What follows belongs to an exercise in optimizing a design on an open flow for small area, a short achievable clock period and few clock cycles per item; a production flow would make more cautious choices. Only simulation tests tie the RTL to the original design; equivalence was not proved. Power figures rest on the tool's default switching activity, not on a simulated workload.

### flow/design.v
module ax12_framer (
    input  wire        clk,
    input  wire        rst,
    input  wire        cmd_valid,
    output wire        cmd_ready,
    input  wire [7:0]  cmd_code,
    input  wire [7:0]  cmd_id,
    input  wire [7:0]  cmd_opc,
    input  wire [15:0] cmd_len,
    input  wire        in_valid,
    output wire        in_ready,
    input  wire [7:0]  in_data,
    output wire        out_valid,
    input  wire        out_ready,
    output wire [7:0]  out_data,
    output wire        res_valid,
    output reg  [7:0]  res_code,
    output reg  [7:0]  csum,
    output reg  [7:0]  rid,
    output reg  [7:0]  rerr,
    output reg  [7:0]  qn
);
    localparam [7:0] RC_OK = 8'h00,
                     RC_CS_SHORT = 8'h10, RC_CS_ID = 8'h11, RC_CS_LENGTH = 8'h12,
                     RC_BAD_OPCODE = 8'h30, RC_PARAM_COUNT = 8'h31,
                     RC_ID_RANGE = 8'h32, RC_PAYLOAD_LONG = 8'h33,
                     RC_FRAME_SHORT = 8'h40, RC_BAD_HEADER = 8'h41,
                     RC_BAD_LENGTH = 8'h42, RC_BAD_CHECKSUM = 8'h43,
                     RC_BAD_ID = 8'h44, RC_BAD_REPLY_ID = 8'h45,
                     RC_BAD_COMMAND = 8'h50;
    localparam [2:0] S_IDLE = 3'd0,
                     S_HDR  = 3'd1,    
                     S_DATA = 3'd2,    
                     S_CS   = 3'd3,    
                     S_TAIL = 3'd4,    
                     S_RES  = 3'd5;    
    reg [2:0]  state;
    reg [2:0]  code;          
    reg [15:0] cnt;           
    reg [2:0]  pos;           
    reg [7:0]  acc;           
    reg [7:0]  ta;            
    reg [7:0]  tb;            
    reg [7:0]  tq;            
    reg        f_short;       
    reg        f_a;           
    reg        f_b;           
    reg [7:0]  obuf;
    reg        ovalid;
    wire is_chk = (code == 3'd1);
    wire is_enc = (code == 3'd2);
    wire is_dec = (code == 3'd3);
    wire is_bld = (code == 3'd4);
    wire is_pst = (code == 3'd5);
    reg        opc_known, pc_ok;
    always @(*) begin
        opc_known = 1'b1;
        pc_ok = 1'b0;
        case (cmd_opc)
            8'h01, 8'h05, 8'h06: pc_ok = (cmd_len == 16'd0);
            8'h02:               pc_ok = (cmd_len == 16'd2);
            8'h03, 8'h04:        pc_ok = (cmd_len >= 16'd2) && (cmd_len <= 16'd253);
            8'h83:               pc_ok = (cmd_len >= 16'd4) && (cmd_len <= 16'd253);
            default:             opc_known = 1'b0;
        endcase
    end
    wire len_zero = (cmd_len == 16'd0);
    reg  [7:0] acc_rc;        
    reg        acc_end;       
    always @(*) begin
        acc_rc  = RC_OK;
        acc_end = 1'b0;
        case (cmd_code)
            8'h01: begin acc_end = len_zero; acc_rc = RC_CS_SHORT; end
            8'h03, 8'h05: begin acc_end = len_zero; acc_rc = RC_FRAME_SHORT; end
            8'h02: begin
                acc_end = 1'b1;
                if (cmd_id == 8'hFF)          acc_rc = RC_ID_RANGE;
                else if (cmd_len > 16'd254)   acc_rc = RC_PAYLOAD_LONG;
                else if (len_zero)            acc_rc = RC_CS_SHORT;
                else                          acc_end = 1'b0;
            end
            8'h04: begin
                acc_end = 1'b1;
                if (!opc_known)               acc_rc = RC_BAD_OPCODE;
                else if (cmd_id == 8'hFF)     acc_rc = RC_ID_RANGE;
                else if (!pc_ok)              acc_rc = RC_PARAM_COUNT;
                else                          acc_end = 1'b0;
            end
            default: begin acc_end = 1'b1; acc_rc = RC_BAD_COMMAND; end
        endcase
    end
    wire       oroom   = !ovalid || out_ready;       
    wire       take    = (state == S_DATA) && in_valid && oroom;
    wire       last_in = (cnt == 16'd1);
    wire [15:0] cnt_m1 = cnt - 16'd1;
    wire [7:0] flen = cnt[7:0] + (is_bld ? 8'd2 : 8'd1);
    reg  [7:0] hdr_byte;
    always @(*) begin
        case (pos)
            3'd1:    hdr_byte = 8'hFF;
            3'd2:    hdr_byte = ta;
            3'd3:    hdr_byte = flen;
            default: hdr_byte = tb;
        endcase
    end
    wire hdr_last = is_bld ? (pos == 3'd4) : (pos == 3'd3);
    wire [7:0] nb     = (state == S_DATA) ? in_data : hdr_byte;
    wire       add_en = (state == S_DATA) ? (is_chk || is_enc || is_bld || pos >= 3'd2)
                                          : (pos >= 3'd3);
    wire [7:0] acc_sum = acc + (add_en ? nb : 8'd0);
    wire fwd = (is_enc || is_bld) ||
               ((is_dec ? (pos >= 3'd4) : (is_pst && pos >= 3'd5)) && !last_in);
    wire chk_ok = (in_data == ~acc);
    reg [7:0] fin_rc;
    reg       fin_csum, fin_frame, fin_rerr;
    always @(*) begin
        fin_rc    = RC_OK;
        fin_csum  = 1'b0;
        fin_frame = 1'b0;
        fin_rerr  = 1'b0;
        if (is_chk) begin
            if (f_short)       fin_rc = RC_CS_SHORT;
            else if (f_a)      fin_rc = RC_CS_ID;
            else if (f_b)      fin_rc = RC_CS_LENGTH;
            else               fin_csum = 1'b1;
        end else begin
            if (f_short)             fin_rc = RC_FRAME_SHORT;
            else if (f_a)            fin_rc = RC_BAD_HEADER;
            else if (f_b)            fin_rc = RC_BAD_LENGTH;
            else if (ta == 8'hFF)    fin_rc = RC_BAD_ID;
            else if (!chk_ok)        fin_rc = RC_BAD_CHECKSUM;
            else if (is_dec)         fin_frame = 1'b1;
            else if (ta == 8'hFE)    fin_rc = RC_BAD_REPLY_ID;
            else begin
                fin_frame = 1'b1;
                fin_rerr  = 1'b1;
                if      (tb[6]) fin_rc = 8'h26;
                else if (tb[5]) fin_rc = 8'h25;
                else if (tb[4]) fin_rc = 8'h24;
                else if (tb[3]) fin_rc = 8'h23;
                else if (tb[2]) fin_rc = 8'h22;
                else if (tb[1]) fin_rc = 8'h21;
                else if (tb[0]) fin_rc = 8'h20;
            end
        end
    end
    assign cmd_ready = (state == S_IDLE);
    assign in_ready  = (state == S_DATA) && oroom;
    assign out_valid = ovalid;
    assign out_data  = obuf;
    assign res_valid = ((state == S_TAIL) && out_ready) || ((state == S_RES) && !ovalid);
    always @(posedge clk) begin
        if (rst) begin
            state    <= S_IDLE;
            ovalid   <= 1'b0;
            res_code <= 8'd0;
            csum     <= 8'd0;
            rid      <= 8'd0;
            rerr     <= 8'd0;
            qn       <= 8'd0;
        end else begin
            if (ovalid && out_ready)
                ovalid <= 1'b0;
            case (state)
                S_IDLE: begin
                    if (cmd_valid) begin
                        code    <= cmd_code[2:0];
                        cnt     <= cmd_len;
                        ta      <= cmd_id;
                        tb      <= cmd_opc;
                        acc     <= cmd_id;
                        f_short <= (cmd_code == 8'h01) ? (cmd_len < 16'd3) : (cmd_len < 16'd6);
                        res_code <= acc_rc;
                        if (acc_end) begin
                            state <= S_RES;
                        end else if (cmd_code == 8'h02 || cmd_code == 8'h04) begin
                            obuf   <= 8'hFF;
                            ovalid <= 1'b1;
                            pos    <= 3'd1;
                            state  <= S_HDR;
                        end else begin
                            acc    <= 8'd0;
                            pos    <= 3'd0;
                            state  <= S_DATA;
                        end
                    end
                end
                S_HDR: begin
                    if (oroom) begin
                        obuf   <= hdr_byte;
                        ovalid <= 1'b1;
                        acc    <= acc_sum;
                        pos    <= pos + 3'd1;
                        if (hdr_last)
                            state <= (cnt == 16'd0) ? S_CS : S_DATA;
                    end
                end
                S_DATA: begin
                    if (take) begin
                        acc <= acc_sum;
                        cnt <= cnt_m1;
                        if (pos != 3'd7)
                            pos <= pos + 3'd1;
                        if (fwd) begin
                            obuf   <= in_data;
                            ovalid <= 1'b1;
                        end
                        case (pos)
                            3'd0: f_a <= is_chk ? (in_data == 8'hFF) : (in_data != 8'hFF);
                            3'd1: begin
                                if (is_chk) f_b <= (cnt != {8'd0, in_data});
                                else        f_a <= f_a || (in_data != 8'hFF);
                            end
                            3'd2: ta <= in_data;
                            3'd3: begin
                                if (!is_chk) f_b <= (cnt_m1 != {8'd0, in_data});
                                tq  <= in_data - (is_pst ? 8'd2 : 8'd1);
                            end
                            3'd4: tb <= in_data;
                            default: ;
                        endcase
                        if (last_in) begin
                            if (is_enc || is_bld) begin
                                state <= S_CS;
                            end else begin
                                state    <= S_RES;
                                res_code <= fin_rc;
                                if (fin_csum)  csum <= ~acc_sum;
                                if (fin_frame) begin
                                    rid <= ta;
                                    qn  <= tq;
                                end
                                if (fin_rerr)  rerr <= tb;
                            end
                        end
                    end
                end
                S_CS: begin
                    if (oroom) begin
                        obuf   <= ~acc;
                        ovalid <= 1'b1;
                        csum   <= ~acc;
                        state  <= S_TAIL;
                    end
                end
                S_TAIL: begin
                    if (out_ready)
                        state <= S_IDLE;
                end
                S_RES: begin
                    if (!ovalid)
                        state <= S_IDLE;
                end
                default: state <= S_IDLE;
            endcase
        end
    end
endmodule
### flow/run.sh
#!/bin/bash
# synth_recipe.tcl (not shown) runs the flow's synth.tcl, then flattens the netlist and writes it again
# the make line also repeats each setting of config.mk as NAME=value (left out here)
make -C /OpenROAD-flow-scripts/flow DESIGN_CONFIG=/design/flow/config.mk WORK_HOME=/design/flow/orfs CLKGATE_MAP_FILE= SYNTH_SCRIPT=/design/flow/synth_recipe.tcl finish
### flow/config.mk
export PLATFORM = sky130hd
export DESIGN_NAME = ax12_framer
export DESIGN_NICKNAME = ax12_framer
export VERILOG_FILES = /design/flow/design.v
export SDC_FILE = /design/flow/constraint.sdc
export NUM_CORES = 4
export LEC_CHECK = 0
export ABC_CLOCK_PERIOD_IN_PS = 3000
export CAP_MARGIN = 20
export CORE_MARGIN = 2
export CORE_UTILIZATION = 40
export SETUP_SLACK_MARGIN = 4.5
export SLEW_MARGIN = 20
### flow/constraint.sdc
create_clock -name core_clock -period 8.0 [get_ports {clk}]
set_input_delay 1.6000 -clock core_clock [delete_from_list [all_inputs] [get_ports {clk}]]
set_output_delay 1.6000 -clock core_clock [all_outputs]
set_load 0.01 [all_outputs]
==> run notes, run 1 <==
* Outcome: no timing/DRC/antenna violations
* Die X at 137.8 um
* Skew-Pair Late Insertion Delay at roughly 0.36 ns
* I/O Pins at 105
* Largest delay share family, worst path: compound AO/OA/AOI/OAI gates
* GPL Wtd Cong at 0.9727
* Synth top area cells: edfxtp_1, dfxtp_1, nand2_1, mux2i_1, nor2_1
* Site Rows at 48
* Total power at about 2.4 mW
* Fraction of registers with async set/reset at 0%
* Top-count cell post-synth: nand2_1
* Main flop type after synthesis: edfxtp_1
* H-Tree Depth at 3
* Crit path DAT at 3.81 ns
* DR vias/cell at 5.807
* Seq/Total Area, Yosys at 38.97%
* Dpl cell area at around 8400 um^2
* CP Capture Type: flip-flop
* Yosys Warn Count at 1
* Synth Cell Area at 7166 um^2
* Cell mode on critical path: buf_4
* CTS root buf: clkbuf_16
* Port Buffer Count at approximately 100
* Cell variety after synth at 76
* DRC violations left at 0
* Skew final at 0.01270 ns
* Slowest Stage Delay on Critical Path at approximately 0.44 ns
* Area leader, netlist: edfxtp_1
* FF+latch count, synth at 107
* CP Class: reg -> reg
* EDFF count, synth at 65
* Routed WL per cell at around 20 um
* Core footprint at 17,420 um^2
* Layout Nets at between 1,000 and 1,500
* Placed wire-length estimate at 16,220 um
* Initial antenna violation count at 0
* Post-route ant nets at 0
* Largest net degree at the start of global routing at slightly above 70
* CP Buf/Inv Count at 3
* Hold Fails Final Rpt at 0
* Final Instance Area at 9316 um^2
* Yosys top cell area share at 27.24%
* Max-cap check violation count at 0
* Worst path slowest cell: edfxtp_1
* Worst vdd ir at 0.1499 mV
* Gr usage total at 24.19%
* Vias at 6,765
* Post-Route WL at 22,900 um
* Die footprint at 19,000 um^2
* Num CTS Buffers at 9
* ANT cells at 0
* Chip height at 137.8 um
* Setup violations, final at 0
* Setup_tns at 0 ns
* CTS Sinks at 107
* DRT Pass-1 Iters at 5
* Post-synth top cells: nand2_1, nor2_1, edfxtp_1
* Worst-Margin Slew at between 1 and 1.5 ns
* Final period util at 46.36%
* Rel. slew slack at 30.17%
* Cells along the critical path: buf_4, buf_4, nor3b_1, or4_4, o31ai_4, buf_4, a211oi_2, ha_2, fa_2, a21o_1, a21oi_2, o21ai_2, a21oi_2, xor2_1, o21ai_1
* Vias in the first global route at 6,155
* Pins over their slew limit at 0
* Syn_area_per_cell at 8.760 um^2
* Clk slew on worst S/H paths at 0.07 ns
* Pwr dens at about 260 nW/um^2
* First-pass GRT wire length at 34,620 um
* Proportion of layout cells with a drive suffix above 1 at 17.13%
* RSZ-0062 raised after global routing: yes
* Initial core utilization at 41.14%
* Area growth, synth to finish at 30.02%
* Gr ovfl total at 0
* Clock Tree Buf Depth at 2
* Initial DRC count at 658
* P_leak at 3.686 nW
* Hold Crit Class: reg -> reg
* Critical-path maximum fanout at 7
* CTS tree: yes
* Worst path required time at 8.10 ns
* Gate Count Post-Synth at 818
* Post-layout util at between 50% and 60%
* Final Critical Period at 3.709 ns
* Crit start category: flip-flop
* Peak Freq at 269.6 MHz
[metrics by stage]
stage / cells / hold WS (ns) / setup slack (ns)
finish: 1165 / 0.4616 / 4.291
global route: 1165 / 0.4868 / 4.160
CTS: 1143 / 0.4625 / 4.245
detailed placement: 1103 / 0.4488 / 3.348
global placement: 1103 / 0.4550 / 3.362
floorplan: 819 / 0.4525 / 4.152
[cell families (layout without fill, tap and decap cells)]
logic type,count (synthesis),after routing,synth area share (%)
other cells,1,2,0.05233
flops,107,107,38.97
xor+xnor,52,52,6.548
simple gates,345,345,24.18
fa+ha+maj,22,22,4.156
compound gates,176,176,16.59
buf+inv,79,200,4.470
mux,36,36,5.029
[worst reg2reg max path: stages, from the launching register on]
cell and delay [ns]:
edfxtp_1 0.44, buf_4 0.16, buf_4 0.15, nor3b_1 0.15
or4_4 0.43, o31ai_4 0.42, buf_4 0.21, a211oi_2 0.04
ha_2 0.23, fa_2 0.37, a21o_1 0.18, a21oi_2 0.19
o21ai_2 0.10, a21oi_2 0.16, xor2_1 0.15, o21ai_1 0.07
[flip-flops by register name (all words and copies together), names as in the netlist]
register	count
csum	8
cnt	16
f_b	1
qn	8
obuf	8
ovalid	1
rerr	8
res_code	6
ta	8
tq	8
acc	8
f_a	1
rid	8
pos	3
state	3
f_short	1
code	3
tb	8
[routing by layer]
metal  wire length (um)  up-vias  track usage (%)
met4                752        0            9.921
met5                  0        -                0
met1              10510     3178            35.15
met3               1646       50            3.937
li1                   -     3223                -
met2               9984      314            35.53
[layout by cell type (no fill, tap or decap), types with 7 or more instances in the layout]
master           instances
nor4_1                   9
xnor2_1                 24
nand4_1                 16
ha_1                    16
buf_4                   48
nand3_1                 23
a221o_1                  8
clkdlybuf4s50_1         67
or2_2                    7
nor3b_1                  8
nand2_1                107
clkbuf_2                 7
dlygate4sd2_1            8
dfxtp_1                 39
nor3_1                  25
nor2_1                  81
xor2_1                  25
a31oi_1                  9
o21bai_1                 8
clkbuf_16               11
a21oi_1                 35
edfxtp_1                65
inv_1                   26
o21ai_0                 35
a211oi_1                 9
nand2b_1                 8
mux2i_1                 36
nor2b_1                  7
[cell type report]
class / count / area (um^2)
clock buffer: 12 / 279.0
clock inverter: 4 / 56.30
sequential: 107 / 2801
multi-input combinational: 633 / 4372
tap: 225 / 281.5
fill: 1652 / 8100
timing repair buffer: 154 / 1406
inverter: 30 / 120.1
[worst paths after layout]
check	from	end	slack, ns	cells past startpoint
min reg2reg	res_code[2]	res_code[2]	0.46	2
min	res_code[2]	res_code[2]	0.46	2
max	code[0]	acc[6]	4.29	15
max reg2reg	code[0]	acc[6]	4.29	15
[power breakdown]
group,internal (mW),total [mW],switching [mW]
logic,0.478,1.06,0.584
clock network,0.285,0.501,0.216
registers,0.694,0.814,0.119
[timing repair]
| action | in CTS | in global routing |
|---|---|---|
| endpoints found under the setup margin | 72 | 62 |
| setup buffers | 24 | 22 |
| pin swaps | 28 | 34 |
| resized for setup | 107 | 38 |
| hold buffers | 0 | 0 |
Testbench counts, summed over its fixed seeds: cycles 24,686, commands 2,400.
==> run 2: changes to the inputs <==
--- a/flow/config.mk
+++ b/flow/config.mk
@@ -7,3 +7,2 @@
 export LEC_CHECK = 0
-export ABC_CLOCK_PERIOD_IN_PS = 3000
 export CAP_MARGIN = 20
==> run 2 against run 1 <==
Combinational power barely moved. Die area unchanged. Cell count did not move. Via count did not move. Sequential cell count unchanged. Maximum frequency is the same. Critical path depth unchanged. Register-to-register slack about the same. Synthesized cell count unchanged. Global-route usage unchanged. Critical path type unchanged.
==> run notes, run 2 <==
* Clk slew on worst S/H paths at 0.07 ns (about the same)
* Largest net degree at the start of global routing at 71 (unchanged)
* First-pass GRT wire length at 34,620 um (unchanged)
* DRC violations left at 0 (unchanged)
* Most frequent cells in the layout: nand2_1, nor2_1, clkdlybuf4s50_1
* Initial core utilization at 41.14% (unchanged)
* FF-to-FF End: acc[6]
* Port Buffer Count at 102 (unchanged)
* Top-count cell post-synth: nand2_1
* I/O Pins at 105 (unchanged)
* Post-Route WL at 22,900 um (unchanged)
* Hold buffers post-CTS at 0 (unchanged)
* Final period util at 46.36% (unchanged)
* Routed WL per cell at 19.65 um (unchanged)
* Placed insts at 1,103 (unchanged)
* Worst vdd ir at 0.1499 mV (unchanged)
* Synth top area cells: edfxtp_1, dfxtp_1, nand2_1, mux2i_1, nor2_1
* ANT cells at 0 (unchanged)
* Largest register by flop count: cnt
* Setup violations, final at 0 (unchanged)
* Max-cap check violation count at 0 (unchanged)
* Hold Crit Class: reg -> reg
* Die X at 137.8 um (unchanged)
* Worst r2r path cells at 15 (unchanged)
* RSZ-0062 raised after global routing: yes
* H-Tree Depth at 3 (unchanged)
* Largest delay share family, worst path: compound AO/OA/AOI/OAI gates
* Hold path endpoint: res_code[2]
* Gate Count Post-Synth at 818 (unchanged)
* Cells along the critical path: buf_4, buf_4, nor3b_1, or4_4, o31ai_4, buf_4, a211oi_2, ha_2, fa_2, a21o_1, a21oi_2, o21ai_2, a21oi_2, xor2_1, o21ai_1
* Skew-Pair Late Insertion Delay at 0.36 ns (about the same)
* Gr ovfl total at 0 (unchanged)
* Yosys Warn Count at 1 (unchanged)
* Site Rows at 48 (unchanged)
* Worst Hold Path Cells at 2 (unchanged)
* CTS Sinks at 107 (unchanged)
* FF+latch count, synth at 107 (unchanged)
* Outcome: no timing/DRC/antenna violations
* CTS root buf: clkbuf_16
* Clock Tree Buf Depth at 2 (unchanged)
* DR vias/cell at 5.807 (unchanged)
* Final Instance Area at 9316 um^2 (unchanged)
* Main flop type after synthesis: edfxtp_1
* Final Non-Filler Cells at 1,165 (unchanged)
* Die footprint at 19,000 um^2 (unchanged)
* Seq/Total Area, Yosys at 38.97% (unchanged)
* Area growth, synth to finish at 30.02% (unchanged)
* Cell variety after synth at 76 (unchanged)
* Cell mode on critical path: buf_4
* Final Critical Period at 3.709 ns (unchanged)
* Pwr dens at 255.1 nW/um^2 (unchanged)
* Chip height at 137.8 um (unchanged)
* Core footprint at 17,420 um^2 (unchanged)
* EDFF count, synth at 65 (unchanged)
* Gr usage total at 24.19% (unchanged)
* Initial antenna violation count at 0 (unchanged)
* Post-synth top cells: nand2_1, nor2_1, edfxtp_1
* Crit path DAT at 3.81 ns (about the same)
* Area leader, netlist: edfxtp_1
* Rel. slew slack at 30.17% (unchanged)
* CP Buf/Inv Count at 3 (unchanged)
* Initial DRC count at 658 (unchanged)
* Peak Freq at 269.6 MHz (unchanged)
* Worst path slowest cell: edfxtp_1
* Layout Nets at 1,010 (unchanged)
* Critical-path maximum fanout at 7 (unchanged)
* Vias at 6,765 (unchanged)
* Worst-Margin Slew at 1.048 ns (unchanged)
* Pins over their slew limit at 0 (unchanged)
* Reg2Reg Setup Slack at 4.29 ns (about the same)
* DRT Pass-1 Iters at 5 (unchanged)
* Worst Hold Launch: res_code[2]
* Yosys top cell area share at 27.24% (unchanged)
* Fillers at 1,652 (unchanged)
* GPL Wtd Cong at 0.9727 (unchanged)
* CP Class: reg -> reg
* Syn_area_per_cell at 8.760 um^2 (unchanged)
* Num CTS Buffers at 9 (unchanged)
* Max reg flops at 16 (unchanged)
* Synth Cell Area at 7166 um^2 (unchanged)
* Slowest Stage Delay on Critical Path at 0.44 ns (about the same)
* Commonest non-fill, non-tap cell in the layout: nand2_1
* Skew final at 0.01270 ns (unchanged)
* Worst path required time at 8.10 ns (about the same)
* Setup_tns at 0 ns (unchanged)
* P_leak at 3.686 nW (unchanged)
* Dpl cell area at 8392 um^2 (unchanged)
* Post-route ant nets at 0 (unchanged)
* CTS tree: yes
* Proportion of layout cells with a drive suffix above 1 at 17.13% (unchanged)
* Crit start category: flip-flop
* CP Capture Type: flip-flop
* Placed wire-length estimate at 16,220 um (unchanged)
* Hold Fails Final Rpt at 0 (unchanged)
* Fraction of registers with async set/reset at 0% (unchanged)
* Reg-to-reg startpoint: code[0]
* Vias in the first global route at 6,155 (unchanged)
[run 2: worst min-delay path, stage by stage (launching register included)]
cell and delay, ns:
dfxtp_1 0.32, nand2_1 0.05, a21oi_1 0.05
[run 2: worst max-delay path by stage]
stage	to	cells after the start	slack [ns]	startpoint
after floorplan	pos[0]	6	4.15	cmd_len[4]
after global placement	in_ready	4	3.36	out_ready
after detailed placement	in_ready	4	3.35	out_ready
after CTS	pos[1]	7	4.25	cmd_len[6]
after global routing	csum[7]	17	4.16	code[2]
final	acc[6]	15	4.29	code[0]
[run 2: per-layer routing]
metal / GRT usage (%) / vias up / part of all wire [%]
li1: - / 3223 / -
met1: 35.15 / 3178 / 46
met2: 35.53 / 314 / 44
met3: 3.937 / 50 / 7.2
met4: 9.921 / 0 / 3.3
met5: 0 / - / 0
[run 2: cell type report]
type                       count  area [um^2]  share of cell area, %
sequential                   107         2801                  30.07
timing repair buffer         154         1406                  15.10
clock inverter                 4        56.30                 0.6044
clock buffer                  12        279.0                  2.995
multi-input combinational    633         4372                  46.92
tap                          225        281.5                  3.022
inverter                      30        120.1                  1.289
[run 2: logic make-up (layout without fill, tap and decap cells)]
kind of cell | count (synthesis) | count (layout) | share of synthesized area [%]
xor gates and xnor gates | 52 | 52 | 6.548
AOI/OAI and AO/OA | 176 | 176 | 16.59
DFF | 107 | 107 | 38.97
adders and majority gates | 22 | 22 | 4.156
muxes | 36 | 36 | 5.029
other | 1 | 2 | 0.05233
and+or+nand+nor | 345 | 345 | 24.18
buffers and inverters | 79 | 200 | 4.470
[run 2: what timing repair did]
action	CTS	global route
setup endpoints to repair	72	62
gates resized for setup	107	38
setup buffers	24	22
pin swaps	28	34
hold endpoints to repair	0	0
[run 2: stage by stage]
step	power, mW	hold slack (ns)	util [%]	setup slack [ns]
final	2.376	0.4616	53.49	4.291
after global placement	1.681	0.4550	48.18	3.362
after detailed placement	1.684	0.4488	48.18	3.348
after floorplan	1.412	0.4525	-	4.152
after CTS	2.266	0.4625	52.08	4.245
after global routing	2.504	0.4868	53.49	4.160
[run 2: where the power goes]
group,switching (mW),total (mW),internal (mW)
clock,0.216,0.501,0.285
sequential,0.119,0.814,0.694
combinational,0.584,1.06,0.478
total,0.920,2.38,1.46
==> run 3: changes to the inputs <==
--- a/flow/config.mk
+++ b/flow/config.mk
@@ -10,3 +10,2 @@
 export CORE_UTILIZATION = 40
-export SETUP_SLACK_MARGIN = 4.5
 export SLEW_MARGIN = 20
==> run 3 against run 2 <==
Synthesized cell count is the same. Design area shrank 7.8%. First-iteration DRC count grew 5.0%. Largest cell class unchanged.
==> run notes, run 3 <==
* Outcome: no timing/DRC/antenna violations
* Dpl cell area at 8297 um^2 (-1.1%)
* Max reg flops at 16 (unchanged)
* Hold Fails Final Rpt at 0 (unchanged)
* Site Rows at 48 (unchanged)
* Final Critical Period at 4.674 ns (+0.9653 ns)
* Final Instance Area at 8589 um^2 (-7.8%)
* Fraction of registers with async set/reset at 0% (unchanged)
* Most frequent cells in the layout: nand2_1, clkdlybuf4s50_1, nor2_1
* Clock share of power at 21.3% (+0.2 points)
* Post-layout util at 49.32% (-4.2 points)
* Hold Worst Slack at 0.4626 ns (+0.001008 ns)
* Post_cts resized at 0 (-100%)
* Commonest non-fill, non-tap cell in the layout: nand2_1
* Peak Freq at 213.9 MHz (-21%)
* Worst-Margin Slew at 1.049 ns (+0.001559 ns)
* Vias at 6,459 (-4.5%)
* Sequential share of power at 38.4% (+4.2 points)
* Hold buffers post-CTS at 0 (unchanged)
* Synth Cell Area at 7166 um^2 (unchanged)
* Crit path DAT at 3.07 ns (-0.74 ns)
* CP Class: in -> out
* Worst path required time at 6.40 ns (-1.70 ns)
* Vias in the first global route at 5,957 (-3.2%)
* Skew final at 0.01335 ns (+0.0006465 ns)
* Initial DRC count at 691 (+5.0%)
* Setup violations, final at 0 (unchanged)
* Fillers at 1,712 (+3.6%)
* Post-Route WL at 21,610 um (-5.6%)
* Int Power at 1.267 mW (-13%)
* Yosys top cell area share at 27.24% (unchanged)
* Cell variety after synth at 76 (unchanged)
* Layout Nets at 963 (-4.7%)
* Gate Count Post-Synth at 818 (unchanged)
* CTS tree: yes
* Area leader, netlist: edfxtp_1
* Clk slew on worst S/H paths at 0.07 ns (about the same)
* Die footprint at 19,000 um^2 (unchanged)
* Top-count cell post-synth: nand2_1
* Setup repair bufs after CTS at 0 (-100%)
* Comb power frac at 40.3% (-4.4 points)
* Critical-path maximum fanout at 3 (-4)
* Proportion of layout cells with a drive suffix above 1 at 5.039% (-12 points)
* Net Sw Frac at 39.83% (+1.1 points)
* Rel. slew slack at 30.06% (-0.10 points)
* H-Tree Depth at 3 (unchanged)
* DRC violations left at 0 (unchanged)
* Placed wire-length estimate at 16,190 um (-0.18%)
* DRT Pass-1 Iters at 5 (unchanged)
* Syn_area_per_cell at 8.760 um^2 (unchanged)
* DR vias/cell at 5.777 (-0.51%)
* Pwr dens at 245.1 nW/um^2 (-3.9%)
* Max-cap check violation count at 0 (unchanged)
* Crit start category: input pin
* Post-route ant nets at 0 (unchanged)
* CTS Sinks at 107 (unchanged)
* Synth top area cells: edfxtp_1, dfxtp_1, nand2_1, mux2i_1, nor2_1
* Initial antenna violation count at 0 (unchanged)
* RSZ-0062 raised after global routing: no
* Largest register by flop count: cnt
* Post-synth top cells: nand2_1, nor2_1, edfxtp_1
* FF+latch count, synth at 107 (unchanged)
* Largest net degree at the start of global routing at 70 (-1.4%)
* Seq/Total Area, Yosys at 38.97% (unchanged)
* Main flop type after synthesis: edfxtp_1
* Skew-Pair Late Insertion Delay at 0.37 ns (about the same)
* Worst vdd ir at 0.1364 mV (-9.0%)
* Gr usage total at 23.54% (-0.65 points)
* CTS root buf: clkbuf_16
* Chip height at 137.8 um (unchanged)
* ANT cells at 0 (unchanged)
* Switching pwr at 838.4 uW (-8.9%)
* First-pass GRT wire length at 33,700 um (-2.7%)
* EDFF count, synth at 65 (unchanged)
* Hold Crit Class: reg -> reg
* I/O Pins at 105 (unchanged)
* Gr ovfl total at 0 (unchanged)
* Die X at 137.8 um (unchanged)
* Core footprint at 17,420 um^2 (unchanged)
* Area growth, synth to finish at 19.87%
* GPL Wtd Cong at 0.9503 (-2.3%)
* P_leak at 3.255 nW (-12%)
* Final period util at 58.43% (+12 points)
* CP Capture Type: output port
* Port Buffer Count at 102 (unchanged)
* Yosys Warn Count at 1 (unchanged)
* Num CTS Buffers at 9 (unchanged)
* Pins over their slew limit at 0 (unchanged)
* Routed WL per cell at 19.33 um (-1.6%)
* Setup_tns at 0 ns (unchanged)
* Clock Tree Buf Depth at 2 (unchanged)
* Initial core utilization at 41.14% (unchanged)
[run 3: final cells by class]
type	count	area [um^2]	share of cell area, %
multi-input combinational	633	4056	47.23
timing repair buffer	107	1054	12.27
clock inverter	7	67.56	0.7866
sequential	107	2793	32.51
inverter	30	112.6	1.311
clock buffer	9	225.2	2.622
tap	225	281.5	3.277
[run 3: metal layers]
layer / vias up / part of all wire [%] / track usage [%]
li1: 3139 / - / -
met1: 3018 / 47 / 34.28
met2: 259 / 43 / 34.96
met3: 43 / 6.6 / 3.201
met4: 0 / 3.3 / 9.694
met5: - / 0 / 0
[run 3: metrics by stage]
step | setup WS (ns) | power, mW | instances
after global placement | 3.052 | 1.651 | 1102
final | 3.326 | 2.105 | 1118
after detailed placement | 2.997 | 1.654 | 1102
after CTS | 3.336 | 2.100 | 1118
after global routing | 3.106 | 2.235 | 1118
after floorplan | 3.923 | 1.383 | 819
[run 3: worst paths after layout]
kind | start | to | slack, ns | depth (start not counted)
worst min-delay path | res_code[6] | res_code[6] | 0.46 | 2
worst min register to register | res_code[6] | res_code[6] | 0.46 | 2
worst max-delay path | out_ready | res_valid | 3.33 | 4
worst max register to register | code[0] | csum[7] | 3.56 | 16
[run 3: cells by family after synthesis]
logic type | synth area share, %
other cells | 0.05233
simple gates | 24.18
buf+inv | 4.470
compound gates | 16.59
mux | 5.029
flops | 38.97
fa+ha+maj | 4.156
xor+xnor | 6.548
[run 3: power by group through the flow]
stage	logic [mW]	clock network (mW)	registers (mW)
floorplan	0.627	0	0.756
global placement	0.834	0	0.817
detailed placement	0.837	0	0.817
CTS	0.842	0.452	0.805
global route	0.942	0.472	0.820
finish	0.849	0.448	0.808
[run 3: worst max-delay path: stages]
cell,delay [ns]
clkdlybuf4s50_1,0.50
a21oi_1,0.11
nor3b_1,0.28
clkdlybuf4s50_1,0.59

==> afterwards: timing with drivers on the ports <==
Ports are ideal in the flow. The routed layouts listed here were re-timed in OpenROAD. Step 1 assumes that a clkbuf_16 drives the clock port and a buf_2 every other input. Step 2 moves the port delays by t, midway between the first and last clock arrival at a register: inputs arrive t later, outputs are due t later. That takes back most of the time a late clock gives input paths. a / b / c = no drivers / after step 1 / after step 2; a / b = the first two.
run	t, ns	setup slack, ns	cell pins on the clock port's net
run 1	0.405	4.291 / 4.283 / 3.907	1
run 2	0.405	4.291 / 4.283 / 3.907	1
run 3	0.400	3.326 / 3.303 / 2.954	1
After both steps setup and hold are still met in every run listed.
